This design comes from an exercise in tuning for small area, a short achievable clock period and few clock cycles on the open sky130 flow, not from production work. Power figures rest on the tool's default switching activity, not on a simulated workload.

// wire_codec
module wire_codec (
    input  wire        clk,
    input  wire        rst,             
    input  wire        start,
    input  wire [2:0]  start_op,
    input  wire [7:0]  start_n,         
    input  wire [15:0] start_cmd,       
    input  wire [7:0]  start_addr,      
    input  wire [7:0]  start_crc,       
    output wire        busy,
    input  wire        in_valid,
    input  wire [7:0]  in_data,
    output wire        in_ready,
    output reg         out_valid,
    output reg  [7:0]  out_data,
    input  wire        out_ready,
    output wire        done,
    output wire [15:0] status,
    output wire [7:0]  res_crc,
    output wire [7:0]  res_len
);
For scale: roughly 75 flip-flops, about 100 I/O pins, about 5200 µm² of cells after synthesis.
==> flow/config.mk <==
export PLATFORM = sky130hd
export DESIGN_NAME = wire_codec
export DESIGN_NICKNAME = wire_codec
export VERILOG_FILES = /design/flow/design.v
export SDC_FILE = /design/flow/constraint.sdc
export NUM_CORES = 4
export LEC_CHECK = 0
export CAP_MARGIN = 20
export CORE_MARGIN = 2
export CORE_UTILIZATION = 30
export SETUP_SLACK_MARGIN = 3.0
export SLEW_MARGIN = 20
export TNS_END_PERCENT = 0
==> flow/constraint.sdc <==
create_clock -name core_clock -period 5.0 [get_ports {clk}]
set_input_delay 1.0000 -clock core_clock [delete_from_list [all_inputs] [get_ports {clk}]]
set_output_delay 1.0000 -clock core_clock [all_outputs]
set_load 0.01 [all_outputs]
standard.sh (not shown) runs the stock make flow with config.mk's settings and CLKGATE_MAP_FILE= SYNTH_SCRIPT=/design/flow/synth_recipe.tcl, a recipe that flattens the netlist after the stock synthesis.
==> flow/flow/run.sh <==
#!/bin/bash
# Standard layout, with the port buffers made from buf_2 cells instead of the smallest buffer.
set -euo pipefail
export BUFFER_PORTS_ARGS="-buffer_cell sky130_fd_sc_hd__buf_2"
bash standard.sh > standard_flow.log 2>&1
The first run ran to the end with no violations.
Edit:
--- a/flow/design.v
+++ b/flow/design.v
@@ -29,33 +29,20 @@
         input [7:0] b;
         integer k;
         reg [7:0] a;
         begin
             a = acc ^ b;
             for (k = 0; k < 8; k = k + 1) begin
                 if (a[7]) a = {a[6:0], 1'b0} ^ 8'h31;
                 else      a = {a[6:0], 1'b0};
             end
             crc_step = a;
-        end
-    endfunction
-    function [7:0] crc_unstep;
-        input [7:0] e;
-        integer k;
-        reg [7:0] a;
-        begin
-            a = e;
-            for (k = 0; k < 8; k = k + 1) begin
-                if (a[0]) a = {1'b1, a[7:1] ^ 7'h18};
-                else      a = {1'b0, a[7:1]};
-            end
-            crc_unstep = a;
         end
     endfunction
     function [7:0] sub8;
         input [7:0] a;
         input [7:0] b;
         integer i, d;
         reg [8:0] g, p, g2, p2;
         begin
             g = {a & ~b, 1'b1};
             p = {a ^ ~b, 1'b0};
@@ -123,21 +110,21 @@
     wire a_i2c  = (start_op == OP_I2C_WRITE) || (start_op == OP_I2C_READ);
     wire a_wr   = (start_op == OP_I2C_WRITE);
     wire a_rd   = (start_op == OP_I2C_READ);
     wire a_tx   = (start_op == OP_SHDLC_TX);
     wire a_bcnt = a_i2c && (start_n[0] || (start_n > 8'd64));
     wire cnt0   = (cnt == 8'd0);
     wire cnt1   = (cnt == 8'd1);
     wire [7:0] crc_x   = acc ^ in_data;
     wire [7:0] crc_out = crc_step(acc, in_data);
     wire       match   = (crc_x == 8'd0);    
-    wire       chk_eq  = (crc_x == p1);      
+    wire       chk_eq  = (crc_out == p1);    
     wire [7:0] data_byte = ({8{s_wcmd | s_thdr | s_rcrc}} & p0)
                          | ({8{s_whi | s_wlo | s_tpay}} & in_data)
                          | ({8{s_wcrc | s_tchk}} & acc)
                          | ({8{sidle}} & start_cmd[15:8]);
     wire       t_res     = (s_thdr && is_reserved(p0))
                          | (s_tpay && is_reserved(in_data))
                          | (s_tchk && is_reserved(acc));
     wire       k_7e      = s_teof || sidle;
     wire [7:0] k_byte    = esc ? {1'b0, esc6, !esc6, 1'b1, esc6, esc6, esc1, !(esc6 && esc1)}
                                : {6'b011111, k_7e, !k_7e};
@@ -180,21 +167,21 @@
     wire n_th0  = (accept && a_tx) || (s_th0 && !t_go);
     wire n_th1  = (s_th0 && t_go) || (s_th1 && !t_go);
     wire n_th2  = (s_th1 && t_go) || (s_th2 && !t_go);
     wire n_tpay = (s_th2 && t_go && !cnt0) || (s_tpay && !(t_go && cnt1));
     wire n_tchk = (s_th2 && t_go && cnt0) || (s_tpay && t_go && cnt1) || (s_tchk && !t_go);
     wire n_teof = (s_tchk && t_go) || (s_teof && !eof_go);
     wire ir_any_d = n_crc || n_rlo || (n_rcrc && bad);
     wire ir_out_d = n_whi || n_wlo || n_rhi || (n_rcrc && !bad) || (n_tpay && !esc_d);
     always @(posedge clk) begin
         if (of)
-            out_data <= lo_go ? p1 : b1;
+            out_data <= lo_go ? p0 : b1;
         out_valid <= out_valid_d;
         lo_pend   <= lo_pend_d;
         bz_any <= (accept || (busy && !finish)) && !(to_fin && !lo_pend_d && !out_valid_d);
         dn_any <= finish || (to_fin && !lo_pend_d && !out_valid_d);
         dn_out <= to_fin && !lo_pend_d;
         s_fin  <= to_fin;
         s_crc  <= n_crc;
         s_wcmd <= n_wcmd;
         s_whi  <= n_whi;
         s_wlo  <= n_wlo;
@@ -211,24 +198,24 @@
         ir_any <= ir_any_d;
         ir_out <= ir_out_d;
         bad    <= bad_d;
         esc    <= esc_d;
         if (sacc || (s_wcrc && of) || r_take)
             acc <= 8'hFF;
         else if (take || (s_thdr && t_go))
             acc <= (s_thdr | s_tpay) ? sub8(acc, s_tpay ? in_data : p0) : crc_out;
         if (sacc)
             p0 <= a_tx ? start_addr : start_cmd[7:0];
-        else if ((s_rhi && take) || (s_thdr && t_go))
+        else if ((s_rhi && take) || (s_thdr && t_go) || r_ok)
             p0 <= s_rhi ? in_data : p1;
         if (sacc)
-            p1 <= a_chk ? crc_unstep(start_crc) : start_cmd[7:0];
+            p1 <= a_chk ? start_crc : start_cmd[7:0];
         else if ((s_rlo && take) || (s_thdr && t_go))
             p1 <= s_thdr ? cnt : in_data;
         if (sacc)
             cnt <= a_i2c ? {1'b0, start_n[7:1]} : start_n;
         else if ((take && (s_crc | s_rcrc | s_tpay)) || (s_wcrc && of))
             cnt <= cnt - 8'd1;
         if (sacc)
             chk  <= a_chk;
         if (accept) begin
             bcnt <= a_bcnt;
Setup slack gains 25 ps.
Critical path depth rose by 2.
Die area fell by 1.5%.
Synthesized cell count fell by 4.0%.
Clock power fell by about 2%.
Worst hold slack barely changes.
Final cell count fell by 2.4%.
Area after synthesis fell by 1.5%.
Global-route usage fell by 0.27 points.
Via count fell by 1.8%.
Total power rose by 9.0%.
Design area rose by 3.0%.
Combinational power rose by 29%.
Non-clock buffer count rose by 11.
Function was not checked in any run of this note: the RTL went through the layout flow alone.

==> what the ideal ports hide <==
No port has a modelled driver above. Below, the same layouts with a new extraction and two added sets of constraints. Step 1 assumes that a clkbuf_16 drives the clock port and a buf_2 every other input. Step 2 times the ports against the registers' clock, not the clock port: input delays grow and output delays shrink by t, the midpoint of the rising clock arrivals with the driver on. a / b / c = no drivers / after step 1 / after step 2; a / b = the first two.
run | t, ns | slack for setup (ns) | clock arrival spread, ns
the first run | 0.383 | 2.521 / 2.482 / 2.208 | 0.013 / 0.013
the second run | 0.389 | 2.546 / 2.521 / 2.151 | 0.008 / 0.008
After both steps every run listed still meets setup and hold. For the second run, which loses most, drivers alone change the setup slack by -0.025 ns; drivers and shift together by -0.395 ns.
